This is an optimization exercise on Yosys and OpenROAD, whose aim is small area, a short achievable clock period and few clock cycles, not a production implementation.
Where RTL was checked, it was by simulation tests only, not by an equivalence proof against the original.
Only the layout flow was run in runs 1 to 3; the RTL was not checked for function there.
Power is estimated from default activity; no workload was simulated.

<file path="design.v">
module pcmdf_dec (
    input  wire        clk,
    input  wire        rst,
    input  wire        start,
    input  wire [15:0] cfg_len,
    input  wire [15:0] cfg_fps,
    input  wire        cfg_fps_set,
    input  wire        cfg_extract,
    output wire        idle,
    input  wire        in_valid,
    output reg         in_ready,
    input  wire [31:0] in_data,
    output reg         out_valid,
    input  wire        out_ready,
    output reg  [1:0]  out_type,
    output reg  [31:0] out_data,
    output reg  [2:0]  out_nbytes,
    output reg         out_tp,
    output reg  [63:0] out_ts,
    output reg  [15:0] out_hdr,
    output reg         out_ss,
    output reg  [31:0] out_sync,
    output reg  [15:0] out_sfid,
    output reg  [15:0] out_plen,
    output wire [2:0]  out_status,
    output reg  [15:0] out_offset,
    output reg  [15:0] out_count,
    output reg  [31:0] out_mode_word
);
    localparam [1:0] T_HDR = 2'd0, T_PAY = 2'd1, T_END = 2'd2;
    localparam [2:0] PH_MODE  = 3'd0,   
                     PH_TP    = 3'd1,   
                     PH_REC   = 3'd2,   
                     PH_DRAIN = 3'd3,   
                     PH_SHORT = 3'd4;   
    reg        busy;
    reg [2:0]  phase;
    reg [1:0]  status;
    reg        fpsv_l;      
    reg        xbad;        
    reg [15:0] lrem;        
    reg        lnz;         
    reg        lw;          
    reg        fit0;        
    reg        fit1;        
    reg [15:0] shr;         
    reg [15:0] hl;          
    reg        rl0, rl1;    
    reg [3:0]  fi;          
    reg [15:0] hold;        
    reg        hv;          
    reg        df;          
    reg        tsh;         
    reg [31:0] sk;          
    reg        skv;
    reg        endp;        
    assign out_status = {1'b0, status};
    wire   hdr_wait   = out_valid && (out_type == T_HDR);
    assign idle       = !busy && !hdr_wait;
    wire out_free = !out_valid || out_ready;
    wire slot     = out_free && !endp;        
    wire acc      = in_valid && in_ready;
    wire go       = (skv || acc) && slot;
    wire [31:0] w = skv ? sk : in_data;
    wire [13:0] lrem_q = lrem[15:2] - 14'd1;
    wire [15:0] h0 = w[15:0];
    wire [15:0] h1 = w[31:16];
    wire        x  = out_ss;
    wire        odd = out_plen[0];      
    wire        rec = (phase == PH_REC);
    wire        rlast0 = rl0;                     
    wire        rlast1 = rl1;                     
    wire [3:0]  fi1 = (fi == 4'd8) ? 4'd8 : fi + 4'd1;
    wire [3:0]  f1  = rlast0 ? 4'd0 : fi1;
    wire        p0  = x ? (fi >= 4'd8) : (fi >= 4'd5);
    wire        p1  = x ? (f1 >= 4'd8) : (f1 >= 4'd5);
    wire        start0 = (fi == 4'd0);
    wire        nofit0 = start0 && !fit0;
    wire        nofit1 = rlast0 && !fit1;
    wire        bad0   = start0 && xbad;
    wire        par  = shr[0] ^ hl[0];            
    wire [15:0] E    = par ? h1 : h0;
    wire [15:0] O    = par ? h0 : h1;
    wire [3:0]  idxE = par ? fi1 : fi;
    wire [3:0]  idxO = par ? fi : fi1;
    wire        vE   = !(rlast0 && par);          
    wire        vO   = !(rlast0 && !par);
    wire        h0ff   = (h0 == 16'hFFFF);
    wire        h1ff   = (h1 == 16'hFFFF);
    wire        ts_pos = (idxO == 4'd3) && vO && (out_ts[31:0] == 32'hFFFF_FFFF) &&
                         (!par || (out_ts[47:32] == 16'hFFFF));
    wire        ts_bad = ts_pos && h0ff && (par || h1ff);
    wire        ts_end = ts_pos && par && rlast1;
    wire        hdr_w = x ? ((idxO == 4'd7) && vO) : ((idxE == 4'd4) && vE);
    wire        pay_beat = hv ? p0 : (p0 && !hdr_w);
    wire        hv_n     = (hdr_w && p1) || (hv && p0 && p1) || (!hv && !p0 && p1);
    wire        df_n     = (go && rec) ? (hv_n && rlast1) : (df && !out_free);
    wire [2:0]  nb_rec   = hv ? (!p0 ? (odd ? 3'd1 : 3'd2) : (rlast0 && odd) ? 3'd3 : 3'd4)
                              : (rlast0 ? (odd ? 3'd1 : 3'd2) : ((rlast1 && odd) ? 3'd3 : 3'd4));
    wire [17:0] fit_d  = {2'b00, lrem} + {17'd0, odd} - {1'b0, shr, 1'b0} - 18'd6;
    wire [17:0] fit_d2 = {2'b00, lrem} + {17'd0, odd} - {1'b0, shr, 1'b0} - 18'd8;
    reg        busy_n, lnz_n, skv_n, endp_n, short_n;
    reg [2:0]  phase_n;
    reg        end_now;
    always @* begin
        skv_n   = skv ? !slot : (acc && !slot);
        busy_n  = busy;
        lnz_n   = lnz;
        phase_n = phase;
        short_n = (phase == PH_SHORT);
        endp_n  = endp && !out_free;
        end_now = 1'b0;
        if (!busy) begin
            if (start && !hdr_wait) begin
                busy_n  = 1'b1;
                lnz_n   = (cfg_len != 16'd0);
                short_n = (cfg_len < 16'd4);
                phase_n = short_n ? PH_SHORT : PH_MODE;
            end
        end else begin
            if (phase == PH_SHORT && slot) begin
                phase_n = PH_DRAIN;
                short_n = 1'b0;
            end
            if (go) begin
                lnz_n = !lw;
                case (phase)
                    PH_MODE:  phase_n = w[20] ? PH_TP : (fpsv_l ? PH_REC : PH_DRAIN);
                    PH_REC:   if (nofit0 || bad0 || ts_bad || nofit1) phase_n = PH_DRAIN;
                    PH_DRAIN: end_now = lw && !df;
                    default: ;
                endcase
            end
            if (end_now) begin
                busy_n = 1'b0;
            end else if (!lnz_n && !df_n && !short_n) begin
                busy_n = 1'b0;
                endp_n = 1'b1;
            end
        end
    end
    always @(posedge clk) begin
        if (rst) begin
            busy      <= 1'b0;
            out_valid <= 1'b0;
            df        <= 1'b0;
            skv       <= 1'b0;
            in_ready  <= 1'b0;
            endp      <= 1'b0;
            phase     <= PH_MODE;
        end else begin
            busy     <= busy_n;
            lnz      <= lnz_n;
            skv      <= skv_n;
            phase    <= phase_n;
            endp     <= endp_n;
            in_ready <= busy_n && lnz_n && !skv_n && !short_n;
            if (out_valid && out_ready)
                out_valid <= 1'b0;
            if (acc && !slot)
                sk <= in_data;
            if (endp && out_free) begin
                out_valid <= 1'b1;
                out_type  <= T_END;
            end
            if (status == 2'd3)
                out_count <= 16'd0;
            if (!busy) begin
                if (start && !hdr_wait) begin
                    fpsv_l   <= cfg_fps_set;
                    xbad     <= cfg_extract && (cfg_fps < 16'd6);
                    out_ss   <= cfg_extract;
                    out_plen <= cfg_extract ? cfg_fps - 16'd6 : cfg_fps;
                    shr      <= ({1'b0, cfg_fps} + 17'd9) >> 1;
                    lrem     <= cfg_len;
                    lw       <= (cfg_len <= 16'd4);
                    hv       <= 1'b0;
                    df       <= 1'b0;
                    tsh      <= 1'b0;
                end
            end else begin
                if (phase == PH_SHORT && slot) begin
                    status        <= 2'd1;
                    out_offset    <= 16'd0;
                    out_count     <= 16'd0;
                    out_mode_word <= 32'd0;
                end
                if (df && out_free) begin
                    out_valid  <= 1'b1;
                    out_type   <= T_PAY;
                    out_data   <= {h0, hold};
                    out_nbytes <= odd ? 3'd1 : 3'd2;
                    hv         <= 1'b0;
                end
                df <= df_n;
                if (go) begin
                    lrem <= lw ? 16'd0 : {lrem_q, lrem[1:0]};
                    lw   <= (lrem[15:3] == 13'd0) || (lrem == 16'd8);
                    fit0 <= !fit_d[17];
                    fit1 <= !fit_d2[17];
                    hold <= h1;
                    out_data <= hv ? {h0, hold} : w;
                    case (phase)
                        PH_MODE: begin
                            out_mode_word <= w;
                            fi            <= 4'd0;
                            hl            <= shr;
                            rl0           <= 1'b0;
                            rl1           <= 1'b0;
                            out_tp        <= w[20];
                            if (w[20]) begin
                                out_valid  <= 1'b1;
                                out_type   <= T_HDR;
                                out_plen   <= {lrem_q, lrem[1:0]};
                                out_offset <= lrem;
                                out_count  <= 16'd1;
                                status     <= 2'd0;
                            end else begin
                                out_offset <= 16'd4;
                                out_count  <= 16'd0;
                                status     <= fpsv_l ? 2'd0 : 2'd2;
                            end
                        end
                        PH_TP: begin
                            out_valid  <= 1'b1;
                            out_type   <= T_PAY;
                            out_nbytes <= lw ? {1'b0, lrem[1:0]} : 3'd4;
                            if (lw && lrem[1:0] == 2'd0)
                                out_nbytes <= 3'd4;
                        end
                        PH_REC: begin
                            fi  <= rlast0 ? 4'd1 : rlast1 ? 4'd0 : (fi >= 4'd6) ? 4'd8 : fi + 4'd2;
                            hl  <= rlast0 ? shr - 16'd1 : rlast1 ? shr : hl - 16'd2;
                            rl0 <= !rlast0 && !rlast1 && (hl == 16'd2);
                            rl1 <= !rlast0 && !rlast1 && (hl == 16'd3);
                            if (tsh)
                                out_ts[15:0] <= hold;
                            else if (idxE == 4'd0 && vE)
                                out_ts[15:0] <= E;
                            if (idxO == 4'd1 && vO) out_ts[31:16] <= O;
                            if (idxE == 4'd2 && vE) out_ts[47:32] <= E;
                            if (idxO == 4'd3 && vO) out_ts[63:48] <= O;
                            if (idxE == 4'd4 && vE) out_hdr <= E;
                            if (idxO == 4'd5 && vO) out_sync[31:16] <= O;
                            if (idxE == 4'd6 && vE) out_sync[15:0]  <= E;
                            if (idxO == 4'd7 && vO) out_sfid <= O;
                            tsh <= rlast0;
                            out_nbytes <= nb_rec;
                            hv <= hv_n;
                            if (hdr_w) begin
                                out_type <= T_HDR;
                                if (!ts_bad && !bad0)
                                    out_valid <= 1'b1;
                            end else begin
                                out_type <= T_PAY;
                                if (pay_beat)
                                    out_valid <= 1'b1;
                            end
                            if (rlast0 || rlast1)
                                out_count <= out_count + 16'd1;
                            if ((rlast0 || rlast1) && !(ts_end && h0ff))
                                out_offset <= out_offset + {shr[14:0], 1'b0} + 16'd2;
                            if ((bad0 && !nofit0) || ts_bad)
                                status <= 2'd3;
                        end
                        PH_DRAIN: begin
                            if (lw && !df) begin
                                out_valid <= 1'b1;
                                out_type  <= T_END;
                            end
                        end
                        default: ;
                    endcase
                end
            end
        end
    end
endmodule
</file>
<file path="flow/run.sh">
#!/bin/bash
# The standard layout (standard synthesis, floorplan, place, CTS, route),
# with the smallest buffer on each input and output port instead of the
# default port buffer cell. Each tool's output goes to its log here.
set -euo pipefail
export BUFFER_PORTS_ARGS="-buffer_cell sky130_fd_sc_hd__buf_1"
bash standard.sh synth > synth.log 2>&1
bash standard.sh finish > layout.log 2>&1
</file>
<file path="standard.sh">
#!/bin/bash
# synth_recipe.tcl (not shown) runs the flow's synth.tcl, then flattens the netlist and writes it again
# the make line also repeats each setting of config.mk as NAME=value (left out here)
make -C /OpenROAD-flow-scripts/flow DESIGN_CONFIG=/design/flow/config.mk WORK_HOME=/design/flow/orfs CLKGATE_MAP_FILE= SYNTH_SCRIPT=/design/flow/synth_recipe.tcl "${@:-finish}"
</file>
<file path="config.mk">
export PLATFORM = sky130hd
export DESIGN_NAME = pcmdf_dec
export DESIGN_NICKNAME = pcmdf_dec
export VERILOG_FILES = /design/flow/design.v
export SDC_FILE = /design/flow/constraint.sdc
export NUM_CORES = 4
export LEC_CHECK = 0
export CAP_MARGIN = 20
export CORE_MARGIN = 2
export CORE_UTILIZATION = 60
export CTS_BUF_LIST = sky130_fd_sc_hd__clkbuf_4 sky130_fd_sc_hd__clkbuf_8
export PLACE_DENSITY = 0.75
export SETUP_SLACK_MARGIN = 4.5
export SLEW_MARGIN = 20
</file>
<file path="constraint.sdc">
create_clock -name core_clock -period 8.0 [get_ports {clk}]
set_input_delay 1.6000 -clock core_clock [delete_from_list [all_inputs] [get_ports {clk}]]
set_output_delay 1.6000 -clock core_clock [all_outputs]
set_load 0.01 [all_outputs]
</file>
==> results of run 1 <==
==> critical path, delay by kind of cell (launching register included) <==
family / cells / cell delay (ps)
DFF: 1 / 520
buffers and inverters: 1 / 120
muxes: 1 / 290
AOI/OAI and AO/OA: 6 / 1350
adders and majority gates: 2 / 670
xor gates and xnor gates: 1 / 290
==> cells in the final DEF (no fill, tap or decap), types with 15 or more instances in the layout <==
| cell | n |
|---|---|
| sky130_fd_sc_hd__edfxtp_1 | 359 |
| sky130_fd_sc_hd__buf_1 | 322 |
| sky130_fd_sc_hd__nor2_1 | 166 |
| sky130_fd_sc_hd__a21oi_1 | 130 |
| sky130_fd_sc_hd__nand2_1 | 124 |
| sky130_fd_sc_hd__o21ai_0 | 114 |
| sky130_fd_sc_hd__nand3_1 | 101 |
| sky130_fd_sc_hd__ha_1 | 67 |
| sky130_fd_sc_hd__clkbuf_8 | 58 |
| sky130_fd_sc_hd__inv_1 | 49 |
| sky130_fd_sc_hd__xnor2_1 | 42 |
| sky130_fd_sc_hd__nor3_1 | 35 |
| sky130_fd_sc_hd__nand4_1 | 31 |
| sky130_fd_sc_hd__mux2_2 | 31 |
| sky130_fd_sc_hd__buf_4 | 31 |
| sky130_fd_sc_hd__xor2_1 | 29 |
| sky130_fd_sc_hd__a31oi_1 | 25 |
| sky130_fd_sc_hd__and3_1 | 21 |
| sky130_fd_sc_hd__mux2i_1 | 20 |
| sky130_fd_sc_hd__nand2b_1 | 15 |
| sky130_fd_sc_hd__nor4_1 | 15 |
| sky130_fd_sc_hd__clkbuf_4 | 15 |
==> metrics by stage <==
stage / area (um^2) / worst slack [ps] / util (%) / power, mW
floorplan: 19200 / 4200 / - / 2.65
global placement: 20600 / 2830 / 65.6 / 2.83
detailed placement: 20700 / 2630 / 65.6 / 2.84
CTS: 21900 / 4430 / 69.7 / 4.41
global route: 22200 / 4450 / 70.6 / 4.58
finish: 22200 / 4580 / 70.6 / 4.44
==> repair_timing <==
| action | CTS | global route |
|---|---|---|
| endpoints found under the setup margin | 294 | 97 |
| pin swaps | 5 | 10 |
| buffers inserted | 4 | 17 |
| gates cloned | 4 | 1 |
| endpoints found under the hold margin | 0 | 0 |
| gates resized for setup | 16 | 19 |
==> final timing paths <==
path | from | to | cells past startpoint
worst max register to register | shr[3] | fit0 | 11
worst max-delay path | shr[3] | fit0 | 11
worst min register to register | df | df | 2
worst min-delay path | df | df | 2
==> per-layer routing <==
metal  track usage [%]  vias to the layer above  share of wire (%)  wire [um]
li1                  -                     7155                  -          -
met1              47.6                     7583                 40      23300
met2              53.3                     1044                 46      26800
met3              5.65                      117                 10       5860
met4              10.4                        0                3.1       1820
met5                 0                        -                  0          0
==> area by class of cell <==
cell class / count / area [um^2] / area share, %
inverters: 55 / 215 / 0.968
flip-flops and latches: 368 / 11000 / 49.3
repair inverters: 1 / 5.00 / 0.0225
multi-input cells: 1207 / 7900 / 35.5
diodes: 1 / 2.50 / 0.0113
repair buffers: 356 / 1510 / 6.79
clock inverters: 27 / 220 / 0.991
well taps: 402 / 503 / 2.26
clock buffers: 73 / 911 / 4.10
==> power by group <==
| part | switching (mW) | total, mW | leakage (nW) | internal (mW) |
|---|---|---|---|---|
| combinational | 0.383 | 0.590 | 3.72 | 0.207 |
| sequential | 0.0644 | 2.26 | 3.36 | 2.20 |
| clock | 0.746 | 1.59 | 0.594 | 0.847 |
==> sequential cells by signal, summed over array words and instances (netlist names), 32 cells and up <==
register / cells
out_mode_word: 32
out_ts: 64
out_sync: 32
out_data: 32
sk: 32
==> kinds of logic after synthesis <==
| group | count (synthesis) | share of synthesized area (%) |
|---|---|---|
| fa+ha+maj | 71 | 4.69 |
| xor+xnor | 74 | 3.40 |
| compound gates | 412 | 13.4 |
| other cells | 1 | 0.0197 |
| flops | 368 | 57.4 |
| buf+inv | 143 | 3.08 |
| simple gates | 589 | 14.8 |
| mux | 56 | 3.18 |
==> cell usage after synthesis, drive strengths merged, types with 7 or more instances <==
master,instances,area (um^2)
a2111oi,7,81.3
a211oi,8,60.1
a21o,9,67.6
a21oi,135,679
a221oi,9,78.8
a22oi,10,75.1
a31oi,26,163
and2,11,68.8
and3,21,131
buf,36,186
clkbuf,52,195
dfxtp,9,180
edfxtp,359,10800
ha,70,876
inv,54,203
mux2,34,387
mux2i,22,220
nand2,129,484
nand2b,15,93.8
nand3,102,510
nand4,31,194
nor2,176,663
nor2b,12,75.1
nor3,40,210
nor3b,8,60.1
nor4,18,140
o21ai,121,606
o221ai,15,138
o22ai,8,50.1
o2bb2ai,14,123
o31ai,7,52.6
or3,7,43.8
or4,8,60.1
xnor2,44,385
xor2,30,263
==> flow_summary.html, run 1 <==
<table>
<tr><th>Metric</th><th>Value</th></tr>
<tr><th colspan="2">Final layout</th></tr>
<tr><td>Synth-to-layout area growth</td><td>16.5%</td></tr>
<tr><td>Number of standard cells in the layout, taps in and fillers out</td><td>roughly 2500</td></tr>
<tr><td>Proportion of layout cells with a drive suffix above 1</td><td>roughly a tenth</td></tr>
<tr><td>Net count reported at finish</td><td>~2200</td></tr>
<tr><td>FILL cells</td><td>2360</td></tr>
<tr><th colspan="2">Route</th></tr>
<tr><td>Number of optimization iterations in the first detailed-route pass</td><td>6</td></tr>
<tr><td>DRT iter0 DRCs</td><td>roughly 1800</td></tr>
<tr><td>Via count normalized by instance count</td><td>between 6 and 7</td></tr>
<tr><td>WL/cell</td><td>23.2 um</td></tr>
<tr><td>Total wire length</td><td>~58000 um</td></tr>
<tr><td>Number of nets still failing antenna checks after routing</td><td>0</td></tr>
<tr><td>Remaining DRCs</td><td>0</td></tr>
<tr><td>Routed via count</td><td>roughly 16000</td></tr>
<tr><th colspan="2">Synthesis</th></tr>
<tr><td>Number of distinct standard cells referenced by the synthesized netlist</td><td>83</td></tr>
<tr><td>Count of flip-flops with a built-in enable after synthesis</td><td>359</td></tr>
<tr><td>Syn. warnings</td><td>1</td></tr>
<tr><td>Synth Area per Inst</td><td>~11 um^2</td></tr>
<tr><td>Post-Synthesis Net Count</td><td>roughly 1900</td></tr>
<tr><td>Sequential-to-total area share from yosys stat</td><td>57.4%</td></tr>
<tr><td>Synthesized instance count</td><td>between 1500 and 2000</td></tr>
<tr><td>Cell area after synthesis</td><td>between 15000 and 20000 um^2</td></tr>
<tr><td>Proportion of synthesized flip-flops having asynchronous set or reset</td><td>0%</td></tr>
<tr><td>Number of register bits inferred by synthesis</td><td>~370</td></tr>
<tr><td>Ys flop type</td><td>sky130_fd_sc_hd__edfxtp_1</td></tr>
<tr><th colspan="2">Place</th></tr>
<tr><td>Routability Congestion</td><td>between 1 and 1.5</td></tr>
<tr><td>Half-perimeter wire length after placement</td><td>roughly 41000 um</td></tr>
<tr><td>Placed Instances</td><td>between 2000 and 2500</td></tr>
<tr><td>Count of input and output buffers</td><td>around 320</td></tr>
<tr><th colspan="2">STA</th></tr>
<tr><td>Period Utilization, post-route</td><td>42.8%</td></tr>
<tr><td>Maximum clock frequency</td><td>just under 300 MHz</td></tr>
<tr><td>Worst slew margin relative to its limit</td><td>31.6%</td></tr>
<tr><td>Max Clock Skew</td><td>roughly 45 ps</td></tr>
<tr><td>Number of max-slew violations in the final report</td><td>0</td></tr>
<tr><td>Final hold violations</td><td>0</td></tr>
<tr><td>RSZ-0062 raised after global routing</td><td>yes</td></tr>
<tr><td>Endpoints failing setup</td><td>0</td></tr>
<tr><td>Setup tns final</td><td>0 ps</td></tr>
<tr><td>Clock period minus worst slack</td><td>between 3000 and 4000 ps</td></tr>
<tr><td>Actual transition at the worst max-transition pin</td><td>between 1000 and 1500 ps</td></tr>
<tr><td>Worst hold margin</td><td>between 500 and 600 ps</td></tr>
<tr><th colspan="2">Critical path</th></tr>
<tr><td>Crit-path cells</td><td>inv_2 -&gt; ha_1 -&gt; ha_1 -&gt; o21a_1 -&gt; o21a_1 -&gt; a31oi_2 -&gt; o31ai_2 -&gt; a2111oi_4 -&gt; mux2i_1 -&gt; o2111ai_1 -&gt; xnor2_1</td></tr>
<tr><td>Critical-path maximum fanout</td><td>7</td></tr>
<tr><td>Arrival @ worst endpoint</td><td>slightly below 4000 ps</td></tr>
<tr><td>FF-to-FF setup slack</td><td>4580 ps</td></tr>
<tr><td>Slowest library cell on the worst path</td><td>sky130_fd_sc_hd__edfxtp_1</td></tr>
<tr><td>Longest individual stage delay on the worst path</td><td>approximately 520 ps</td></tr>
<tr><td>Critical path type</td><td>reg -&gt; reg</td></tr>
<tr><td>Crit end category</td><td>flop</td></tr>
<tr><td>Kind of launch point of the worst setup path</td><td>flop</td></tr>
<tr><td>WP data required</td><td>~8400 ps</td></tr>
<tr><th colspan="2">GRT</th></tr>
<tr><td>Number of antenna violations at the first check in global routing</td><td>1</td></tr>
<tr><td>Aggregate global routing overflow</td><td>0</td></tr>
<tr><td>First-pass GRT wire length</td><td>~85000 um</td></tr>
<tr><td>Largest net degree at the start of global routing</td><td>64</td></tr>
<tr><td>Vias in the first global route</td><td>about 15000</td></tr>
<tr><td>Overall fraction of global-route tracks in use</td><td>33.5%</td></tr>
<tr><th colspan="2">Clocking</th></tr>
<tr><td>Deepest clock path buffer count</td><td>3</td></tr>
<tr><td>Hold buffer count at cts</td><td>0</td></tr>
<tr><td>CTS tree</td><td>yes</td></tr>
<tr><td>Number of sinks on the clock net</td><td>~370</td></tr>
<tr><td>Clock buffers created by TritonCTS</td><td>between 50 and 60</td></tr>
<tr><td>Clock slew at the register clock pins of the worst setup and hold paths</td><td>70 ps</td></tr>
<tr><td>Clk Latency, worst-skew pair</td><td>about 630 ps</td></tr>
<tr><td>H-tree levels</td><td>2</td></tr>
<tr><td>Root Buffer</td><td>sky130_fd_sc_hd__clkbuf_8</td></tr>
<tr><th colspan="2">Floorplan</th></tr>
<tr><td>Count of standard-cell rows</td><td>65</td></tr>
<tr><td>Top-Level Pins</td><td>324</td></tr>
<tr><td>Starting density of the core</td><td>~60%</td></tr>
<tr><td>Core area</td><td>about 31000 um^2</td></tr>
<tr><td>Die ar.</td><td>approximately 33000 um^2</td></tr>
<tr><td>Chip Height</td><td>182 um</td></tr>
<tr><td>Die outline width</td><td>182 um</td></tr>
<tr><th colspan="2">Job</th></tr>
<tr><td>Maximum Capacitance Violations</td><td>0</td></tr>
<tr><th colspan="2">Power</th></tr>
<tr><td>Power per unit of standard cell area</td><td>200 nW/um^2</td></tr>
<tr><td>Maximum vdd drop</td><td>~0.11 mV</td></tr>
<tr><td>Leak pwr</td><td>7.67 nW</td></tr>
<tr><th colspan="2">Outcome</th></tr>
<tr><td>Result of the run</td><td>timing/DRC/antenna clean</td></tr>
<tr><th colspan="2">Min path</th></tr>
<tr><td>Classification of the worst-slack hold path</td><td>reg -&gt; reg</td></tr>
</table>
==> run 2, diff against run 1 <==
--- a/config.mk
+++ b/config.mk
@@ -10,5 +10,5 @@
 export CORE_UTILIZATION = 60
 export CTS_BUF_LIST = sky130_fd_sc_hd__clkbuf_4 sky130_fd_sc_hd__clkbuf_8
 export PLACE_DENSITY = 0.75
-export SETUP_SLACK_MARGIN = 4.5
+export SETUP_SLACK_MARGIN = 4.8
 export SLEW_MARGIN = 20
==> flow_summary.html, run 2 <==
<table>
<tr><th>Metric</th><th>Value</th></tr>
<tr><th colspan="2">Outcome</th></tr>
<tr><td>Result of the run</td><td>timing/DRC/antenna clean</td></tr>
<tr><th colspan="2">Clocking</th></tr>
<tr><td>Clock buffers created by TritonCTS</td><td>59</td></tr>
<tr><td>Clock slew at the register clock pins of the worst setup and hold paths</td><td>60 ps</td></tr>
<tr><td>Deepest clock path buffer count</td><td>3</td></tr>
<tr><td>CTS tree</td><td>yes</td></tr>
<tr><td>H-tree levels</td><td>2</td></tr>
<tr><td>Root Buffer</td><td>sky130_fd_sc_hd__clkbuf_8</td></tr>
<tr><td>Clk Latency, worst-skew pair</td><td>between 600 and 700 ps</td></tr>
<tr><td>Hold buffer count at cts</td><td>0</td></tr>
<tr><td>Number of sinks on the clock net</td><td>approximately 370</td></tr>
<tr><th colspan="2">Power</th></tr>
<tr><td>Internal cell power</td><td>roughly 3.3 mW</td></tr>
<tr><td>Maximum vdd drop</td><td>~0.21 mV</td></tr>
<tr><td>Final Power</td><td>roughly 4.6 mW</td></tr>
<tr><td>Net switching fraction of the power</td><td>a little over a quarter</td></tr>
<tr><td>Power per unit of standard cell area</td><td>between 150 and 200 nW/um^2</td></tr>
<tr><td>Leak pwr</td><td>8.09 nW</td></tr>
<tr><td>Switching power</td><td>about 1.2 mW</td></tr>
<tr><td>Part of the total power dissipated in the clock network</td><td>35.9%</td></tr>
<tr><td>Flop pwr share</td><td>49.4%</td></tr>
<tr><td>Proportion of power drawn by combinational gates</td><td>~15%</td></tr>
<tr><th colspan="2">STA</th></tr>
<tr><td>Max Clock Skew</td><td>around 44 ps</td></tr>
<tr><td>RSZ-0062 raised after global routing</td><td>yes</td></tr>
<tr><td>Worst slew margin relative to its limit</td><td>31.7%</td></tr>
<tr><td>Maximum clock frequency</td><td>around 310 MHz</td></tr>
<tr><td>Final hold violations</td><td>0</td></tr>
<tr><td>Clock period minus worst slack</td><td>3220 ps</td></tr>
<tr><td>Actual transition at the worst max-transition pin</td><td>1020 ps</td></tr>
<tr><td>Endpoints failing setup</td><td>0</td></tr>
<tr><td>Period Utilization, post-route</td><td>about two fifths</td></tr>
<tr><td>Post-route setup slack</td><td>approximately 4800 ps</td></tr>
<tr><td>Setup tns final</td><td>0 ps</td></tr>
<tr><td>Number of max-slew violations in the final report</td><td>0</td></tr>
<tr><th colspan="2">Route</th></tr>
<tr><td>Number of optimization iterations in the first detailed-route pass</td><td>6</td></tr>
<tr><td>Remaining DRCs</td><td>0</td></tr>
<tr><td>Routed wire length on met3</td><td>between 6000 and 7000 um</td></tr>
<tr><td>Routed via count</td><td>between 15000 and 20000</td></tr>
<tr><td>Met2 Routed Length</td><td>between 20000 and 30000 um</td></tr>
<tr><td>WL/cell</td><td>roughly 23 um</td></tr>
<tr><td>Top layer used by detailed routing</td><td>met4</td></tr>
<tr><td>Via count normalized by instance count</td><td>6.45</td></tr>
<tr><td>Metal-1 WL</td><td>23400 um</td></tr>
<tr><td>DRT iter0 DRCs</td><td>roughly 2100</td></tr>
<tr><td>Total wire length</td><td>slightly below 60000 um</td></tr>
<tr><td>Number of nets still failing antenna checks after routing</td><td>0</td></tr>
<tr><th colspan="2">GRT</th></tr>
<tr><td>Number of antenna violations at the first check in global routing</td><td>1</td></tr>
<tr><td>Largest net degree at the start of global routing</td><td>between 60 and 70</td></tr>
<tr><td>Aggregate global routing overflow</td><td>0</td></tr>
<tr><td>First-pass GRT wire length</td><td>87400 um</td></tr>
<tr><td>Overall fraction of global-route tracks in use</td><td>about a third</td></tr>
<tr><td>Vias in the first global route</td><td>15000</td></tr>
<tr><th colspan="2">Synthesis</th></tr>
<tr><td>Count leader, synth</td><td>sky130_fd_sc_hd__edfxtp_1</td></tr>
<tr><td>Most instantiated cells after synthesis</td><td>359 x sky130_fd_sc_hd__edfxtp_1, 175 x sky130_fd_sc_hd__nor2_1, 134 x sky130_fd_sc_hd__a21oi_1</td></tr>
<tr><td>Most area-consuming cells after synthesis</td><td>sky130_fd_sc_hd__edfxtp_1 56%, sky130_fd_sc_hd__ha_1 4.6%, sky130_fd_sc_hd__a21oi_1 3.5%</td></tr>
<tr><td>Synthesized instance count</td><td>roughly 1700</td></tr>
<tr><td>Post-synthesis adder-cell area fraction</td><td>between 4 and 5%</td></tr>
<tr><td>Count of flip-flops with a built-in enable after synthesis</td><td>around 360</td></tr>
<tr><td>Ys flop type</td><td>sky130_fd_sc_hd__edfxtp_1</td></tr>
<tr><td>Xor and xnor area share after synthesis</td><td>about 3.4%</td></tr>
<tr><td>Proportion of synthesized flip-flops having asynchronous set or reset</td><td>0%</td></tr>
<tr><td>Post-synthesis compound-gate area fraction</td><td>13.4%</td></tr>
<tr><td>Cell area after synthesis</td><td>roughly 19000 um^2</td></tr>
<tr><td>Number of register bits inferred by synthesis</td><td>approximately 370</td></tr>
<tr><td>Sequential-to-total area share from yosys stat</td><td>a little under three fifths</td></tr>
<tr><td>Yosys top cell by area</td><td>sky130_fd_sc_hd__edfxtp_1</td></tr>
<tr><td>Number of distinct standard cells referenced by the synthesized netlist</td><td>between 80 and 90</td></tr>
<tr><td>Synth Area per Inst</td><td>11.1 um^2</td></tr>
<tr><td>Synth Area in Simple Gates</td><td>about 15%</td></tr>
<tr><td>Area share of the largest cell type after synthesis</td><td>a little under three fifths</td></tr>
<tr><td>Syn. warnings</td><td>1</td></tr>
<tr><td>Main combinational cell family by area after synthesis</td><td>simple AND/OR/NAND/NOR gates</td></tr>
<tr><td>Post-Synthesis Net Count</td><td>between 1500 and 2000</td></tr>
<tr><td>Fraction of synthesized area in multiplexers</td><td>3.18%</td></tr>
<tr><th colspan="2">Final layout</th></tr>
<tr><td>Net count reported at finish</td><td>2252</td></tr>
<tr><td>Post-route core utilization</td><td>73.7%</td></tr>
<tr><td>FILL cells</td><td>2181</td></tr>
<tr><td>Proportion of layout cells with a drive suffix above 1</td><td>about 16%</td></tr>
<tr><td>Synth-to-layout area growth</td><td>21.6%</td></tr>
<tr><td>Max reg flops</td><td>64</td></tr>
<tr><td>Most frequent standard cell in the layout excluding fill and tap cells</td><td>sky130_fd_sc_hd__edfxtp_1</td></tr>
<tr><td>Commonest cells after routing, fill and taps aside</td><td>359 x sky130_fd_sc_hd__edfxtp_1, 319 x sky130_fd_sc_hd__buf_1, 163 x sky130_fd_sc_hd__nor2_1</td></tr>
<tr><td>Reg with most FFs</td><td>out_ts</td></tr>
<tr><th colspan="2">Critical path</th></tr>
<tr><td>Arrival @ worst endpoint</td><td>approximately 3600 ps</td></tr>
<tr><td>Slowest library cell on the worst path</td><td>sky130_fd_sc_hd__edfxtp_1</td></tr>
<tr><td>Critical path buffer and inverter count</td><td>1</td></tr>
<tr><td>WP data required</td><td>around 8400 ps</td></tr>
<tr><td>Critical-path maximum fanout</td><td>5</td></tr>
<tr><td>Critical path type</td><td>reg -&gt; reg</td></tr>
<tr><td>Longest individual stage delay on the worst path</td><td>470 ps</td></tr>
<tr><td>Crit-path cells</td><td>inv_2 -&gt; ha_1 -&gt; ha_2 -&gt; a21oi_2 -&gt; nand2b_1 -&gt; a31oi_4 -&gt; o31ai_4 -&gt; a2111oi_4 -&gt; mux2i_2 -&gt; o2111ai_2 -&gt; xnor2_2</td></tr>
<tr><td>Kind of launch point of the worst setup path</td><td>flop</td></tr>
<tr><td>Delay-heaviest family, CP</td><td>compound AO/OA/AOI/OAI gates</td></tr>
<tr><td>Crit end category</td><td>flop</td></tr>
<tr><td>FF-to-FF setup slack</td><td>4780 ps</td></tr>
<tr><th colspan="2">Floorplan</th></tr>
<tr><td>Core area</td><td>~31000 um^2</td></tr>
<tr><td>Starting density of the core</td><td>about 60%</td></tr>
<tr><td>Count of standard-cell rows</td><td>65</td></tr>
<tr><td>Die outline width</td><td>182 um</td></tr>
<tr><td>Die ar.</td><td>approximately 33000 um^2</td></tr>
<tr><td>Chip Height</td><td>roughly 180 um</td></tr>
<tr><td>Top-Level Pins</td><td>approximately 320</td></tr>
<tr><th colspan="2">Place</th></tr>
<tr><td>Half-perimeter wire length after placement</td><td>between 40000 and 50000 um</td></tr>
<tr><td>Count of input and output buffers</td><td>between 300 and 400</td></tr>
<tr><td>Setup Slack @ Placement</td><td>3260 ps</td></tr>
<tr><td>Routability Congestion</td><td>between 0.9 and 1</td></tr>
<tr><th colspan="2">Min path</th></tr>
<tr><td>Classification of the worst-slack hold path</td><td>reg -&gt; reg</td></tr>
<tr><th colspan="2">Job</th></tr>
<tr><td>Maximum Capacitance Violations</td><td>0</td></tr>
</table>
run 2: cells by family (layout without fill, tap and decap cells):
kind of cell               Yosys count  in the layout
and+or+nand+nor                    589            591
AOI/OAI and AO/OA                  412            413
DFF                                368            368
buffers and inverters              143            577
xor gates and xnor gates            74             75
adders and majority gates           71             71
muxes                               56             56
other                                1              3
run 2: layout make-up:
type	count	area (um^2)	share of cell area, %
flip-flops and latches	368	11000	47.2
multi-input cells	1207	8280	35.7
repair buffers	418	2050	8.84
clock buffers	74	943	4.06
well taps	402	503	2.17
clock inverters	29	240	1.04
inverters	55	218	0.938
repair inverters	1	5.00	0.0216
diodes	2	5.00	0.0216
run 2: worst register-to-register path, stage by stage (launching register included):
cell                        delay [ps]
sky130_fd_sc_hd__edfxtp_1          470
sky130_fd_sc_hd__inv_2             120
sky130_fd_sc_hd__ha_1              230
sky130_fd_sc_hd__ha_2              350
sky130_fd_sc_hd__a21oi_2           210
sky130_fd_sc_hd__nand2b_1          120
sky130_fd_sc_hd__a31oi_4           210
sky130_fd_sc_hd__o31ai_4           120
sky130_fd_sc_hd__a2111oi_4         420
sky130_fd_sc_hd__mux2i_2           320
sky130_fd_sc_hd__o2111ai_2         190
sky130_fd_sc_hd__xnor2_2           210
run 2: power groups by stage:
| stage | registers [mW] | logic, mW | clock network [mW] |
|---|---|---|---|
| after floorplan | 2.28 | 0.370 | 0 |
| final | 2.25 | 0.668 | 1.63 |
| after detailed placement | 2.30 | 0.548 | 0 |
| after global placement | 2.30 | 0.535 | 0 |
| after CTS | 2.25 | 0.600 | 1.64 |
| after global routing | 2.25 | 0.722 | 1.73 |
run 2: repair_timing:
item	in CTS	in global routing
cloned	5	0
pin swaps	18	23
setup endpoints to repair	297	122
setup buffers	39	40
resized for setup	42	55
run 2: worst paths after layout:
kind,start,endpoint,depth (start not counted)
min reg2reg,hold[14],out_data[14],2
max,shr[6],fit0,11
max reg2reg,shr[6],fit0,11
min,hold[14],out_data[14],2
run 2: metrics by stage:
step,hold slack (ps),instances,cell area [um^2]
after global routing,579,2555,23200
after CTS,550,2513,22600
after detailed placement,543,2366,20800
after global placement,525,2366,20800
final,551,2556,23200
after floorplan,494,1714,19300
run 2: routing by layer:
metal | global-route usage [%] | vias up
met3 | 5.93 | 178
li1 | - | 7284
met5 | 0 | -
met1 | 48.4 | 7872
met4 | 15.7 | 0
met2 | 53.1 | 1144
==> run 3, diff against run 2 <==
--- a/config.mk
+++ b/config.mk
@@ -7,8 +7,8 @@
 export LEC_CHECK = 0
 export CAP_MARGIN = 20
 export CORE_MARGIN = 2
-export CORE_UTILIZATION = 60
+export CORE_UTILIZATION = 70
 export CTS_BUF_LIST = sky130_fd_sc_hd__clkbuf_4 sky130_fd_sc_hd__clkbuf_8
-export PLACE_DENSITY = 0.75
+export PLACE_DENSITY = 0.85
 export SETUP_SLACK_MARGIN = 4.8
 export SLEW_MARGIN = 20
==> flow_summary.html, run 3 <==
<table>
<tr><th>Metric</th><th>Value</th></tr>
<tr><th colspan="2">Synthesis</th></tr>
<tr><td>Yosys top cell by area</td><td>sky130_fd_sc_hd__edfxtp_1</td></tr>
<tr><td>Number of register bits inferred by synthesis</td><td>368</td></tr>
<tr><td>Syn. warnings</td><td>1</td></tr>
<tr><td>Count of flip-flops with a built-in enable after synthesis</td><td>roughly 360</td></tr>
<tr><td>Cell area after synthesis</td><td>roughly 19000 um^2</td></tr>
<tr><td>Count leader, synth</td><td>sky130_fd_sc_hd__edfxtp_1</td></tr>
<tr><td>Area share of the largest cell type after synthesis</td><td>between 50 and 60%</td></tr>
<tr><td>Proportion of synthesized flip-flops having asynchronous set or reset</td><td>0%</td></tr>
<tr><td>Synth Area per Inst</td><td>about 11 um^2</td></tr>
<tr><td>Sequential-to-total area share from yosys stat</td><td>57.4%</td></tr>
<tr><td>Synthesized instance count</td><td>between 1500 and 2000</td></tr>
<tr><td>Number of distinct standard cells referenced by the synthesized netlist</td><td>slightly above 80</td></tr>
<tr><td>Ys flop type</td><td>sky130_fd_sc_hd__edfxtp_1</td></tr>
<tr><td>Most instantiated cells after synthesis</td><td>359 x sky130_fd_sc_hd__edfxtp_1, 175 x sky130_fd_sc_hd__nor2_1, 134 x sky130_fd_sc_hd__a21oi_1</td></tr>
<tr><td>Post-Synthesis Net Count</td><td>around 1900</td></tr>
<tr><td>Most area-consuming cells after synthesis</td><td>sky130_fd_sc_hd__edfxtp_1 56%, sky130_fd_sc_hd__ha_1 4.6%, sky130_fd_sc_hd__a21oi_1 3.5%</td></tr>
<tr><th colspan="2">Floorplan</th></tr>
<tr><td>Core area</td><td>~27000 um^2</td></tr>
<tr><td>Die outline width</td><td>~170 um</td></tr>
<tr><td>Chip Height</td><td>169 um</td></tr>
<tr><td>Starting density of the core</td><td>a little under three quarters</td></tr>
<tr><td>Top-Level Pins</td><td>324</td></tr>
<tr><td>Die ar.</td><td>28600 um^2</td></tr>
<tr><td>Count of standard-cell rows</td><td>60</td></tr>
<tr><th colspan="2">GRT</th></tr>
<tr><td>Vias in the first global route</td><td>~16000</td></tr>
<tr><td>Number of antenna violations at the first check in global routing</td><td>3</td></tr>
<tr><td>Overall fraction of global-route tracks in use</td><td>a little over two fifths</td></tr>
<tr><td>Largest net degree at the start of global routing</td><td>63</td></tr>
<tr><td>Aggregate global routing overflow</td><td>0</td></tr>
<tr><td>First-pass GRT wire length</td><td>between 90000 and 100000 um</td></tr>
<tr><th colspan="2">STA</th></tr>
<tr><td>Actual transition at the worst max-transition pin</td><td>between 900 and 1000 ps</td></tr>
<tr><td>Max Clock Skew</td><td>approximately 55 ps</td></tr>
<tr><td>Final hold violations</td><td>0</td></tr>
<tr><td>Endpoints failing setup</td><td>0</td></tr>
<tr><td>Number of max-slew violations in the final report</td><td>0</td></tr>
<tr><td>Post-route setup slack</td><td>roughly 4600 ps</td></tr>
<tr><td>Clock period minus worst slack</td><td>approximately 3400 ps</td></tr>
<tr><td>RSZ-0062 raised after global routing</td><td>yes</td></tr>
<tr><td>Period Utilization, post-route</td><td>a little over two fifths</td></tr>
<tr><td>Setup tns final</td><td>0 ps</td></tr>
<tr><td>Maximum clock frequency</td><td>roughly 300 MHz</td></tr>
<tr><td>Worst slew margin relative to its limit</td><td>39.6%</td></tr>
<tr><th colspan="2">Critical path</th></tr>
<tr><td>Critical-path maximum fanout</td><td>7</td></tr>
<tr><td>Crit end category</td><td>flop</td></tr>
<tr><td>Kind of launch point of the worst setup path</td><td>flop</td></tr>
<tr><td>Critical path type</td><td>reg -&gt; reg</td></tr>
<tr><td>Arrival @ worst endpoint</td><td>approximately 3700 ps</td></tr>
<tr><td>WP data required</td><td>~8400 ps</td></tr>
<tr><th colspan="2">Final layout</th></tr>
<tr><td>Max reg flops</td><td>64</td></tr>
<tr><td>Commonest cells after routing, fill and taps aside</td><td>359 x sky130_fd_sc_hd__edfxtp_1, 320 x sky130_fd_sc_hd__buf_1, 161 x sky130_fd_sc_hd__nor2_1</td></tr>
<tr><td>Sequential cell area</td><td>11000 um^2</td></tr>
<tr><td>Proportion of layout cells with a drive suffix above 1</td><td>around 16%</td></tr>
<tr><td>Net count reported at finish</td><td>around 2300</td></tr>
<tr><td>Number of standard cells in the layout, taps in and fillers out</td><td>about 2500</td></tr>
<tr><td>Most frequent standard cell in the layout excluding fill and tap cells</td><td>sky130_fd_sc_hd__edfxtp_1</td></tr>
<tr><td>Combined area of the multi-input logic cells</td><td>~8400 um^2</td></tr>
<tr><td>Synth-to-layout area growth</td><td>21.9%</td></tr>
<tr><td>Reg with most FFs</td><td>out_ts</td></tr>
<tr><td>FILL cells</td><td>1320</td></tr>
<tr><th colspan="2">Power</th></tr>
<tr><td>Power per unit of standard cell area</td><td>roughly 200 nW/um^2</td></tr>
<tr><td>Maximum vdd drop</td><td>roughly 0.14 mV</td></tr>
<tr><td>Leak pwr</td><td>~8.1 nW</td></tr>
<tr><th colspan="2">Clocking</th></tr>
<tr><td>Clock buffers created by TritonCTS</td><td>55</td></tr>
<tr><td>Hold buffer count at cts</td><td>0</td></tr>
<tr><td>Number of sinks on the clock net</td><td>roughly 370</td></tr>
<tr><td>Root Buffer</td><td>sky130_fd_sc_hd__clkbuf_8</td></tr>
<tr><td>Deepest clock path buffer count</td><td>3</td></tr>
<tr><td>H-tree levels</td><td>2</td></tr>
<tr><td>CTS tree</td><td>yes</td></tr>
<tr><td>Clock slew at the register clock pins of the worst setup and hold paths</td><td>70 ps</td></tr>
<tr><td>Clk Latency, worst-skew pair</td><td>650 ps</td></tr>
<tr><th colspan="2">Route</th></tr>
<tr><td>Number of optimization iterations in the first detailed-route pass</td><td>6</td></tr>
<tr><td>Total wire length</td><td>~65000 um</td></tr>
<tr><td>DRT iter0 DRCs</td><td>~2800</td></tr>
<tr><td>WL/cell</td><td>roughly 26 um</td></tr>
<tr><td>Routed via count</td><td>around 17000</td></tr>
<tr><td>Via count normalized by instance count</td><td>6.99</td></tr>
<tr><td>Remaining DRCs</td><td>0</td></tr>
<tr><td>Number of nets still failing antenna checks after routing</td><td>0</td></tr>
<tr><th colspan="2">Place</th></tr>
<tr><td>Count of input and output buffers</td><td>322</td></tr>
<tr><td>Placed Instances</td><td>about 2300</td></tr>
<tr><td>Setup Slack @ Placement</td><td>~3100 ps</td></tr>
<tr><td>Half-perimeter wire length after placement</td><td>between 40000 and 50000 um</td></tr>
<tr><td>Routability Congestion</td><td>0.961</td></tr>
<tr><th colspan="2">Job</th></tr>
<tr><td>Maximum Capacitance Violations</td><td>0</td></tr>
<tr><th colspan="2">Min path</th></tr>
<tr><td>Classification of the worst-slack hold path</td><td>reg -&gt; reg</td></tr>
<tr><th colspan="2">Outcome</th></tr>
<tr><td>Result of the run</td><td>timing/DRC/antenna clean</td></tr>
</table>
## run 3: cell counts after synthesis
Identical to the previous run, type by type.
## run 3: final timing paths
kind | from | end | slack (ps) | depth (start not counted)
max | shr[14] | fit0 | 4640 | 11
max reg2reg | shr[14] | fit0 | 4640 | 11
min reg2reg | df | df | 570 | 2
min | df | df | 570 | 2
## run 3: what timing repair did
| action | in CTS | in global routing |
|---|---|---|
| pin swaps | 17 | 38 |
| gates resized for setup | 48 | 63 |
| gates cloned | 4 | 2 |
| setup endpoints to repair | 323 | 99 |
| setup buffers | 43 | 39 |
| hold endpoints to repair | 0 | 0 |
## run 3: worst max-delay path: stages, from the launching register on
cell and delay [ps]:
sky130_fd_sc_hd__edfxtp_1 490, sky130_fd_sc_hd__inv_1 180, sky130_fd_sc_hd__ha_2 360, sky130_fd_sc_hd__ha_4 360, sky130_fd_sc_hd__nor3b_1 70, sky130_fd_sc_hd__a21oi_1 110
sky130_fd_sc_hd__nand3_1 100, sky130_fd_sc_hd__a2111oi_2 300, sky130_fd_sc_hd__nand4_1 210, sky130_fd_sc_hd__nor4_4 430, sky130_fd_sc_hd__o2111ai_2 260, sky130_fd_sc_hd__xnor2_2 220
## run 3: cell families after synthesis
kind of cell	count (synthesis)	share of synthesized area, %
AND/OR/NAND/NOR	589	14.8
AO/OA/AOI/OAI	412	13.4
flip-flops	368	57.4
buffers and inverters	143	3.08
XOR/XNOR	74	3.40
adder cells (fa/ha/maj)	71	4.69
multiplexers	56	3.18
other	1	0.0197
## run 3: layout make-up
class	instances	share of cell area, %
clock inverter	27	1.04
inverter	55	0.936
clock buffer	72	3.80
timing repair buffer	422	9.00
timing repair inverter	1	0.0215
multi-input combinational	1207	36.2
sequential	368	47.1
tap	341	1.83
antenna	3	0.0323
## run 3: routing by layer
layer | share of wire, % | wire (um) | global-route usage, % | vias to the layer above
li1 | - | - | - | 7288
met1 | 33 | 21600 | 53.5 | 8073
met2 | 46 | 29900 | 66.7 | 1719
met3 | 13 | 8360 | 10.3 | 376
met4 | 8.4 | 5490 | 26.0 | 0
met5 | 0 | 0 | 0 | -
## run 3: where the power goes
part / internal, mW / leakage [nW] / switching [mW]
registers: 2.19 / 3.36 / 0.0548
clock network: 0.854 / 0.582 / 0.776
logic: 0.268 / 4.14 / 0.452
## run 3: metrics by stage
step / power, mW / area, um^2 / util [%] / hold slack, ps
floorplan: 2.65 / 19300 / - / 494
global placement: 2.82 / 20700 / 77.1 / 535
detailed placement: 2.84 / 20700 / 77.1 / 550
CTS: 4.45 / 22500 / 83.7 / 562
global route: 4.70 / 23300 / 86.6 / 583
finish: 4.60 / 23300 / 86.6 / 569
==> run 4, diff against run 3 <==
--- a/design.v
+++ b/design.v
@@ -24,7 +24,7 @@
     output reg  [15:0] out_plen,
     output wire [2:0]  out_status,
     output reg  [15:0] out_offset,
-    output reg  [15:0] out_count,
+    output wire [15:0] out_count,
     output reg  [31:0] out_mode_word
 );
     localparam [1:0] T_HDR = 2'd0, T_PAY = 2'd1, T_END = 2'd2;
@@ -54,7 +54,9 @@
     reg [31:0] sk;          
     reg        skv;
     reg        endp;        
+    reg [15:0] count;       
     assign out_status = {1'b0, status};
+    assign out_count  = (status == 2'd3) ? 16'd0 : count;
     wire   hdr_wait   = out_valid && (out_type == T_HDR);
     assign idle       = !busy && !hdr_wait;
     wire out_free = !out_valid || out_ready;
@@ -98,7 +100,6 @@
     wire [2:0]  nb_rec   = hv ? (!p0 ? (odd ? 3'd1 : 3'd2) : (rlast0 && odd) ? 3'd3 : 3'd4)
                               : (rlast0 ? (odd ? 3'd1 : 3'd2) : ((rlast1 && odd) ? 3'd3 : 3'd4));
     wire [17:0] fit_d  = {2'b00, lrem} + {17'd0, odd} - {1'b0, shr, 1'b0} - 18'd6;
-    wire [17:0] fit_d2 = {2'b00, lrem} + {17'd0, odd} - {1'b0, shr, 1'b0} - 18'd8;
     reg        busy_n, lnz_n, skv_n, endp_n, short_n;
     reg [2:0]  phase_n;
     reg        end_now;
@@ -163,8 +164,6 @@
                 out_valid <= 1'b1;
                 out_type  <= T_END;
             end
-            if (status == 2'd3)
-                out_count <= 16'd0;
             if (!busy) begin
                 if (start && !hdr_wait) begin
                     fpsv_l   <= cfg_fps_set;
@@ -182,7 +181,7 @@
                 if (phase == PH_SHORT && slot) begin
                     status        <= 2'd1;
                     out_offset    <= 16'd0;
-                    out_count     <= 16'd0;
+                    count         <= 16'd0;
                     out_mode_word <= 32'd0;
                 end
                 if (df && out_free) begin
@@ -197,7 +196,7 @@
                     lrem <= lw ? 16'd0 : {lrem_q, lrem[1:0]};
                     lw   <= (lrem[15:3] == 13'd0) || (lrem == 16'd8);
                     fit0 <= !fit_d[17];
-                    fit1 <= !fit_d2[17];
+                    fit1 <= !fit_d[17] && (fit_d[16:1] != 16'd0);
                     hold <= h1;
                     out_data <= hv ? {h0, hold} : w;
                     case (phase)
@@ -213,11 +212,11 @@
                                 out_type   <= T_HDR;
                                 out_plen   <= {lrem_q, lrem[1:0]};
                                 out_offset <= lrem;
-                                out_count  <= 16'd1;
+                                count      <= 16'd1;
                                 status     <= 2'd0;
                             end else begin
                                 out_offset <= 16'd4;
-                                out_count  <= 16'd0;
+                                count      <= 16'd0;
                                 status     <= fpsv_l ? 2'd0 : 2'd2;
                             end
                         end
@@ -257,7 +256,7 @@
                                     out_valid <= 1'b1;
                             end
                             if (rlast0 || rlast1)
-                                out_count <= out_count + 16'd1;
+                                count <= count + 16'd1;
                             if ((rlast0 || rlast1) && !(ts_end && h0ff))
                                 out_offset <= out_offset + {shr[14:0], 1'b0} + 16'd2;
                             if ((bad0 && !nofit0) || ts_bad)
--- a/config.mk
+++ b/config.mk
@@ -7,8 +7,8 @@
 export LEC_CHECK = 0
 export CAP_MARGIN = 20
 export CORE_MARGIN = 2
-export CORE_UTILIZATION = 70
+export CORE_UTILIZATION = 60
 export CTS_BUF_LIST = sky130_fd_sc_hd__clkbuf_4 sky130_fd_sc_hd__clkbuf_8
-export PLACE_DENSITY = 0.85
-export SETUP_SLACK_MARGIN = 4.8
+export PLACE_DENSITY = 0.75
+export SETUP_SLACK_MARGIN = 5
 export SLEW_MARGIN = 20
==> flow_summary.html, run 4 <==
<table>
<tr><th>Metric</th><th>Value</th></tr>
<tr><th colspan="2">Critical path</th></tr>
<tr><td>Longest individual stage delay on the worst path</td><td>between 400 and 500 ps</td></tr>
<tr><td>Crit end category</td><td>output pin</td></tr>
<tr><td>WP data required</td><td>approximately 6400 ps</td></tr>
<tr><td>Critical path buffer and inverter count</td><td>2</td></tr>
<tr><td>Crit-path cells</td><td>buf_6 -&gt; nand2_8 -&gt; and2_4 -&gt; buf_6</td></tr>
<tr><td>Stages on worst setup path</td><td>4</td></tr>
<tr><td>FF-to-FF setup slack</td><td>4820 ps</td></tr>
<tr><td>Depth of the worst register-to-register path</td><td>11</td></tr>
<tr><td>Worst reg2reg path startpoint</td><td>shr[6]</td></tr>
<tr><td>Slowest library cell on the worst path</td><td>sky130_fd_sc_hd__edfxtp_1</td></tr>
<tr><td>Kind of launch point of the worst setup path</td><td>flop</td></tr>
<tr><td>Critical-path maximum fanout</td><td>8</td></tr>
<tr><td>Terminus of the critical flop-to-flop path</td><td>fit1</td></tr>
<tr><td>Most frequent cell on the critical path</td><td>sky130_fd_sc_hd__buf_6</td></tr>
<tr><td>Delay-heaviest family, CP</td><td>flip-flops</td></tr>
<tr><td>Critical path type</td><td>reg -&gt; out</td></tr>
<tr><td>Arrival @ worst endpoint</td><td>around 1600 ps</td></tr>
<tr><th colspan="2">Power</th></tr>
<tr><td>Leak pwr</td><td>roughly 8.5 nW</td></tr>
<tr><td>Part of the total power dissipated in the clock network</td><td>a little over a third</td></tr>
<tr><td>Maximum vdd drop</td><td>0.176 mV</td></tr>
<tr><td>Switching power</td><td>roughly 1.3 mW</td></tr>
<tr><td>Flop pwr share</td><td>roughly half</td></tr>
<tr><td>Proportion of power drawn by combinational gates</td><td>16.4%</td></tr>
<tr><td>Power per unit of standard cell area</td><td>roughly 190 nW/um^2</td></tr>
<tr><td>Internal cell power</td><td>about 3.3 mW</td></tr>
<tr><td>Net switching fraction of the power</td><td>27.6%</td></tr>
<tr><th colspan="2">Min path</th></tr>
<tr><td>Count of cells along the worst hold path</td><td>2</td></tr>
<tr><td>Classification of the worst-slack hold path</td><td>reg -&gt; reg</td></tr>
<tr><td>Worst min-delay path endpoint</td><td>out_data[14]</td></tr>
<tr><td>Worst Min Path Start</td><td>hold[14]</td></tr>
<tr><th colspan="2">STA</th></tr>
<tr><td>Actual transition at the worst max-transition pin</td><td>1090 ps</td></tr>
<tr><td>Clock period minus worst slack</td><td>3220 ps</td></tr>
<tr><td>Maximum clock frequency</td><td>310 MHz</td></tr>
<tr><td>Worst slew margin relative to its limit</td><td>a little over a quarter</td></tr>
<tr><td>Post-route setup slack</td><td>around 4800 ps</td></tr>
<tr><td>Max Clock Skew</td><td>around 35 ps</td></tr>
<tr><td>Final hold violations</td><td>0</td></tr>
<tr><td>Endpoints failing setup</td><td>0</td></tr>
<tr><td>Number of max-slew violations in the final report</td><td>0</td></tr>
<tr><td>RSZ-0062 raised after global routing</td><td>yes</td></tr>
<tr><td>Setup tns final</td><td>0 ps</td></tr>
<tr><td>Period Utilization, post-route</td><td>between 40% and 50%</td></tr>
<tr><th colspan="2">GRT</th></tr>
<tr><td>Aggregate global routing overflow</td><td>0</td></tr>
<tr><td>First-pass GRT wire length</td><td>90000 um</td></tr>
<tr><td>Overall fraction of global-route tracks in use</td><td>between 30% and 40%</td></tr>
<tr><td>Number of antenna violations at the first check in global routing</td><td>0</td></tr>
<tr><td>Vias in the first global route</td><td>approximately 15000</td></tr>
<tr><td>Largest net degree at the start of global routing</td><td>69</td></tr>
<tr><th colspan="2">Synthesis</th></tr>
<tr><td>Ys flop type</td><td>sky130_fd_sc_hd__edfxtp_1</td></tr>
<tr><td>Count leader, synth</td><td>sky130_fd_sc_hd__edfxtp_1</td></tr>
<tr><td>Cell area after synthesis</td><td>a little under 20000 um^2</td></tr>
<tr><td>Sequential-to-total area share from yosys stat</td><td>between 50% and 60%</td></tr>
<tr><td>Yosys top cell by area</td><td>sky130_fd_sc_hd__edfxtp_1</td></tr>
<tr><td>Number of distinct standard cells referenced by the synthesized netlist</td><td>between 80 and 90</td></tr>
<tr><td>Area share of the largest cell type after synthesis</td><td>between 50% and 60%</td></tr>
<tr><td>Number of register bits inferred by synthesis</td><td>368</td></tr>
<tr><td>Syn. warnings</td><td>1</td></tr>
<tr><td>Synth Area per Inst</td><td>around 11 um^2</td></tr>
<tr><td>Count of flip-flops with a built-in enable after synthesis</td><td>359</td></tr>
<tr><td>Synthesized instance count</td><td>~1700</td></tr>
<tr><td>Most instantiated cells after synthesis</td><td>359 x sky130_fd_sc_hd__edfxtp_1, 161 x sky130_fd_sc_hd__nor2_1, 137 x sky130_fd_sc_hd__a21oi_1</td></tr>
<tr><td>Post-Synthesis Net Count</td><td>around 1900</td></tr>
<tr><td>Most area-consuming cells after synthesis</td><td>sky130_fd_sc_hd__edfxtp_1 56%, sky130_fd_sc_hd__ha_1 4.5%, sky130_fd_sc_hd__a21oi_1 3.6%</td></tr>
<tr><td>Proportion of synthesized flip-flops having asynchronous set or reset</td><td>0%</td></tr>
<tr><th colspan="2">Outcome</th></tr>
<tr><td>Result of the run</td><td>timing/DRC/antenna clean</td></tr>
<tr><th colspan="2">Route</th></tr>
<tr><td>Total wire length</td><td>about 62000 um</td></tr>
<tr><td>Number of nets still failing antenna checks after routing</td><td>0</td></tr>
<tr><td>WL/cell</td><td>~24 um</td></tr>
<tr><td>Via count normalized by instance count</td><td>between 6 and 7</td></tr>
<tr><td>Remaining DRCs</td><td>0</td></tr>
<tr><td>DRT iter0 DRCs</td><td>between 1500 and 2000</td></tr>
<tr><td>Routed via count</td><td>about 16000</td></tr>
<tr><td>Number of optimization iterations in the first detailed-route pass</td><td>6</td></tr>
<tr><th colspan="2">Clocking</th></tr>
<tr><td>H-tree levels</td><td>2</td></tr>
<tr><td>Clock buffers created by TritonCTS</td><td>58</td></tr>
<tr><td>Root Buffer</td><td>sky130_fd_sc_hd__clkbuf_8</td></tr>
<tr><td>CTS tree</td><td>yes</td></tr>
<tr><td>Clock slew at the register clock pins of the worst setup and hold paths</td><td>roughly 70 ps</td></tr>
<tr><td>Hold buffer count at cts</td><td>0</td></tr>
<tr><td>Deepest clock path buffer count</td><td>3</td></tr>
<tr><td>Clk Latency, worst-skew pair</td><td>~650 ps</td></tr>
<tr><td>Number of sinks on the clock net</td><td>roughly 370</td></tr>
<tr><th colspan="2">Final layout</th></tr>
<tr><td>Proportion of layout cells with a drive suffix above 1</td><td>between 10% and 20%</td></tr>
<tr><td>Most frequent standard cell in the layout excluding fill and tap cells</td><td>sky130_fd_sc_hd__edfxtp_1</td></tr>
<tr><td>Net count reported at finish</td><td>between 2000 and 2500</td></tr>
<tr><td>Commonest cells after routing, fill and taps aside</td><td>359 x sky130_fd_sc_hd__edfxtp_1, 299 x sky130_fd_sc_hd__buf_1, 146 x sky130_fd_sc_hd__nor2_1</td></tr>
<tr><td>Synth-to-layout area growth</td><td>25.1%</td></tr>
<tr><td>Max reg flops</td><td>64</td></tr>
<tr><td>Number of standard cells in the layout, taps in and fillers out</td><td>approximately 2600</td></tr>
<tr><td>Diode count</td><td>0</td></tr>
<tr><td>Reg with most FFs</td><td>out_ts</td></tr>
<tr><th colspan="2">Floorplan</th></tr>
<tr><td>Chip Height</td><td>~180 um</td></tr>
<tr><td>Die ar.</td><td>~34000 um^2</td></tr>
<tr><td>Top-Level Pins</td><td>roughly 320</td></tr>
<tr><td>Starting density of the core</td><td>61.0%</td></tr>
<tr><td>Count of standard-cell rows</td><td>65</td></tr>
<tr><td>Die outline width</td><td>approximately 180 um</td></tr>
<tr><td>Core area</td><td>31600 um^2</td></tr>
<tr><th colspan="2">Place</th></tr>
<tr><td>Half-perimeter wire length after placement</td><td>about 42000 um</td></tr>
<tr><td>Count of input and output buffers</td><td>roughly 320</td></tr>
<tr><td>Routability Congestion</td><td>~0.91</td></tr>
<tr><td>Placed Instances</td><td>approximately 2400</td></tr>
<tr><td>Setup Slack @ Placement</td><td>about 3300 ps</td></tr>
<tr><th colspan="2">Job</th></tr>
<tr><td>Maximum Capacitance Violations</td><td>0</td></tr>
</table>
==> run 4: worst max-delay path by stage <==
stage                          from             to
after detailed placement   in_valid      count[15]
after global routing      status[1]   out_count[9]
after global placement     in_valid      count[15]
after floorplan            in_valid     out_ts[16]
final                     status[1]  out_count[12]
after CTS                 status[0]  out_count[15]
==> run 4: final cells by class <==
class	instances	area, um^2
Inverter	85	343
Timing Repair Buffer	433	2430
Timing Repair inverter	1	7.51
Clock inverter	26	188
Sequential cell	368	11000
Tap cell	402	503
Multi-Input combinational cell	1207	8690
Clock buffer	79	962
Fill cell	2065	7470
==> run 4: cells by family after synthesis <==
| group | Yosys count | share of synthesized area [%] |
|---|---|---|
| mux | 56 | 3.13 |
| fa+ha+maj | 71 | 4.65 |
| buf+inv | 169 | 3.59 |
| compound gates | 428 | 13.6 |
| other cells | 1 | 0.0195 |
| flops | 368 | 56.9 |
| simple gates | 576 | 14.8 |
| xor+xnor | 73 | 3.32 |
==> run 4: routing by layer <==
| layer | track usage (%) | wire length (um) | vias up |
|---|---|---|---|
| met1 | 43.1 | 21600 | 7794 |
| li1 | - | - | 7352 |
| met3 | 6.08 | 6060 | 187 |
| met4 | 18.0 | 3750 | 0 |
| met2 | 61.5 | 30300 | 1155 |
| met5 | 0 | 0 | - |
==> run 4: what timing repair did <==
| action | 4_1_cts | 5_1_grt |
|---|---|---|
| resized for setup | 104 | 130 |
| buffers inserted | 64 | 28 |
| pin swaps | 52 | 31 |
| gates cloned | 3 | 3 |
| setup endpoints to repair | 307 | 147 |
==> run 4: tightest hold or removal path, stage by stage (launching register included) <==
cell and delay (ps):
sky130_fd_sc_hd__edfxtp_1 360, sky130_fd_sc_hd__nand2_1 50, sky130_fd_sc_hd__o21ai_0 60
==> run 4: metrics by stage <==
stage	area (um^2)	utilization [%]	hold WS, ps	power, mW
after floorplan	19500	-	516	2.68
final	24100	76.3	552	4.61
after detailed placement	21000	66.5	537	2.87
after global placement	21000	66.5	537	2.85
after CTS	23200	73.7	552	4.54
after global routing	24100	76.3	581	4.75
==> run 4: power by group through the flow <==
| stage | registers, mW | clock network, mW | logic [mW] |
|---|---|---|---|
| 2_1_floorplan | 2.28 | 0 | 0.401 |
| 3_3_place_gp | 2.29 | 0 | 0.561 |
| 3_5_place_dp | 2.29 | 0 | 0.577 |
| 4_1_cts | 2.24 | 1.60 | 0.692 |
| 5_1_grt | 2.25 | 1.69 | 0.816 |
| 6_report | 2.24 | 1.61 | 0.756 |
Testbench counts of run 4, summed over its fixed seeds: cycles 18,614.
==> run 5, diff against run 4 <==
--- a/config.mk
+++ b/config.mk
@@ -10,5 +10,5 @@
 export CORE_UTILIZATION = 60
 export CTS_BUF_LIST = sky130_fd_sc_hd__clkbuf_4 sky130_fd_sc_hd__clkbuf_8
 export PLACE_DENSITY = 0.75
-export SETUP_SLACK_MARGIN = 5
+export SETUP_SLACK_MARGIN = 4.5
 export SLEW_MARGIN = 20
==> flow_summary.html, run 5 <==
<table>
<tr><th>Metric</th><th>Value</th></tr>
<tr><th colspan="2">Clocking</th></tr>
<tr><td>Number of sinks on the clock net</td><td>around 370</td></tr>
<tr><td>H-tree levels</td><td>2</td></tr>
<tr><td>Deepest clock path buffer count</td><td>3</td></tr>
<tr><th colspan="2">Synthesis</th></tr>
<tr><td>Number of distinct standard cells referenced by the synthesized netlist</td><td>between 80 and 90</td></tr>
<tr><td>Ys flop type</td><td>sky130_fd_sc_hd__edfxtp_1</td></tr>
<tr><td>Count of flip-flops with a built-in enable after synthesis</td><td>about 360</td></tr>
<tr><td>Count leader, synth</td><td>sky130_fd_sc_hd__edfxtp_1</td></tr>
<tr><td>Proportion of synthesized flip-flops having asynchronous set or reset</td><td>0%</td></tr>
<tr><td>Sequential-to-total area share from yosys stat</td><td>56.9%</td></tr>
<tr><th colspan="2">STA</th></tr>
<tr><td>Actual transition at the worst max-transition pin</td><td>1240 ps</td></tr>
<tr><td>Clock period minus worst slack</td><td>approximately 3400 ps</td></tr>
<tr><td>Final hold violations</td><td>0</td></tr>
<tr><td>Period Utilization, post-route</td><td>42.8%</td></tr>
<tr><td>Worst hold margin</td><td>558 ps</td></tr>
<tr><td>Maximum clock frequency</td><td>292 MHz</td></tr>
<tr><th colspan="2">Final layout</th></tr>
<tr><td>Sequential cell area</td><td>approximately 11000 um^2</td></tr>
<tr><td>Most frequent standard cell in the layout excluding fill and tap cells</td><td>sky130_fd_sc_hd__edfxtp_1</td></tr>
<tr><td>Number of standard cells in the layout, taps in and fillers out</td><td>approximately 2500</td></tr>
<tr><td>Combined area of the multi-input logic cells</td><td>around 8000 um^2</td></tr>
<tr><td>Reg with most FFs</td><td>out_ts</td></tr>
<tr><th colspan="2">Critical path</th></tr>
<tr><td>Kind of launch point of the worst setup path</td><td>flop</td></tr>
<tr><th colspan="2">Job</th></tr>
<tr><td>Maximum Capacitance Violations</td><td>0</td></tr>
<tr><th colspan="2">Floorplan</th></tr>
<tr><td>Starting density of the core</td><td>around three fifths</td></tr>
<tr><td>Top-Level Pins</td><td>about 320</td></tr>
<tr><td>Chip Height</td><td>between 150 and 200 um</td></tr>
<tr><td>Count of standard-cell rows</td><td>65</td></tr>
<tr><td>Die ar.</td><td>between 30000 and 40000 um^2</td></tr>
<tr><th colspan="2">Outcome</th></tr>
<tr><td>Result of the run</td><td>timing/DRC/antenna clean</td></tr>
<tr><th colspan="2">Route</th></tr>
<tr><td>Total wire length</td><td>slightly below 60000 um</td></tr>
<tr><td>DRT iter0 DRCs</td><td>~1700</td></tr>
<tr><td>Routed via count</td><td>15900</td></tr>
<tr><td>Number of optimization iterations in the first detailed-route pass</td><td>8</td></tr>
<tr><th colspan="2">GRT</th></tr>
<tr><td>First-pass GRT wire length</td><td>roughly 87000 um</td></tr>
<tr><td>Largest net degree at the start of global routing</td><td>between 60 and 70</td></tr>
</table>
==> run 5: cell counts after synthesis <==
No cell type changed its count.
==> run 5: routing by layer <==
metal / routed length [um] / share of wire [%] / GRT usage, % / up-vias
met5: 0 / 0 / 0 / -
met4: 3660 / 6.3 / 19.4 / 0
met3: 5900 / 10 / 6.04 / 174
met2: 28000 / 48 / 57.1 / 1011
met1: 20900 / 36 / 42.2 / 7518
li1: - / - / - / 7207
==> run 5: area by class of cell <==
class	instances	area share, %
timing repair buffer	355	6.72
clock buffer	79	4.35
sequential	368	48.9
clock inverter	31	1.19
multi-input combinational	1205	35.1
tap	402	2.24
inverter	85	1.44
==> run 5: worst max-delay path: stages, from the launching register on <==
cell,delay [ps]
sky130_fd_sc_hd__edfxtp_1,500
sky130_fd_sc_hd__inv_1,170
sky130_fd_sc_hd__ha_1,250
sky130_fd_sc_hd__ha_1,350
sky130_fd_sc_hd__o21ai_0,180
sky130_fd_sc_hd__a31oi_1,120
sky130_fd_sc_hd__o21a_1,220
sky130_fd_sc_hd__or3_1,320
sky130_fd_sc_hd__a2111oi_2,390
sky130_fd_sc_hd__o211ai_1,170
sky130_fd_sc_hd__nor4_2,260
sky130_fd_sc_hd__a31oi_2,200
==> run 5: timing repair <==
item                                    CTS  global route
gates resized for setup                  20            13
buffers inserted                         12             4
endpoints found under the setup margin  196            97
gates cloned                              0             0
pin swaps                                 2             4
==> run 5: logic make-up (layout without fill, tap and decap cells) <==
group,after synthesis,count (layout)
AND/OR/NAND/NOR,576,576
AO/OA/AOI/OAI,428,428
flip-flops,368,368
buffers and inverters,169,550
XOR/XNOR,73,73
adder cells (fa/ha/maj),71,71
multiplexers,56,56
other,1,1
==> run 5: where the power goes <==
part	total, mW	switching, mW	internal [mW]
Clock	1.72	0.787	0.931
Sequential	2.25	0.0583	2.19
Combinational	0.607	0.392	0.216
==> run 5: final timing paths <==
path	depth (start not counted)	slack [ps]	start	end
max reg2reg	11	4570	shr[1]	fit1
min reg2reg	2	560	hold[0]	out_data[0]
min	2	560	hold[0]	out_data[0]
max	11	4570	shr[1]	fit1

Re-timed with assumed drivers on the ports (clkbuf_16 on the clock, buf_2 on other inputs), run 5 has 4.573 ns of setup slack against 4.573 ns with ideal ports, and 3.978 ns once port delays also move by the mid clock arrival of 0.701 ns.
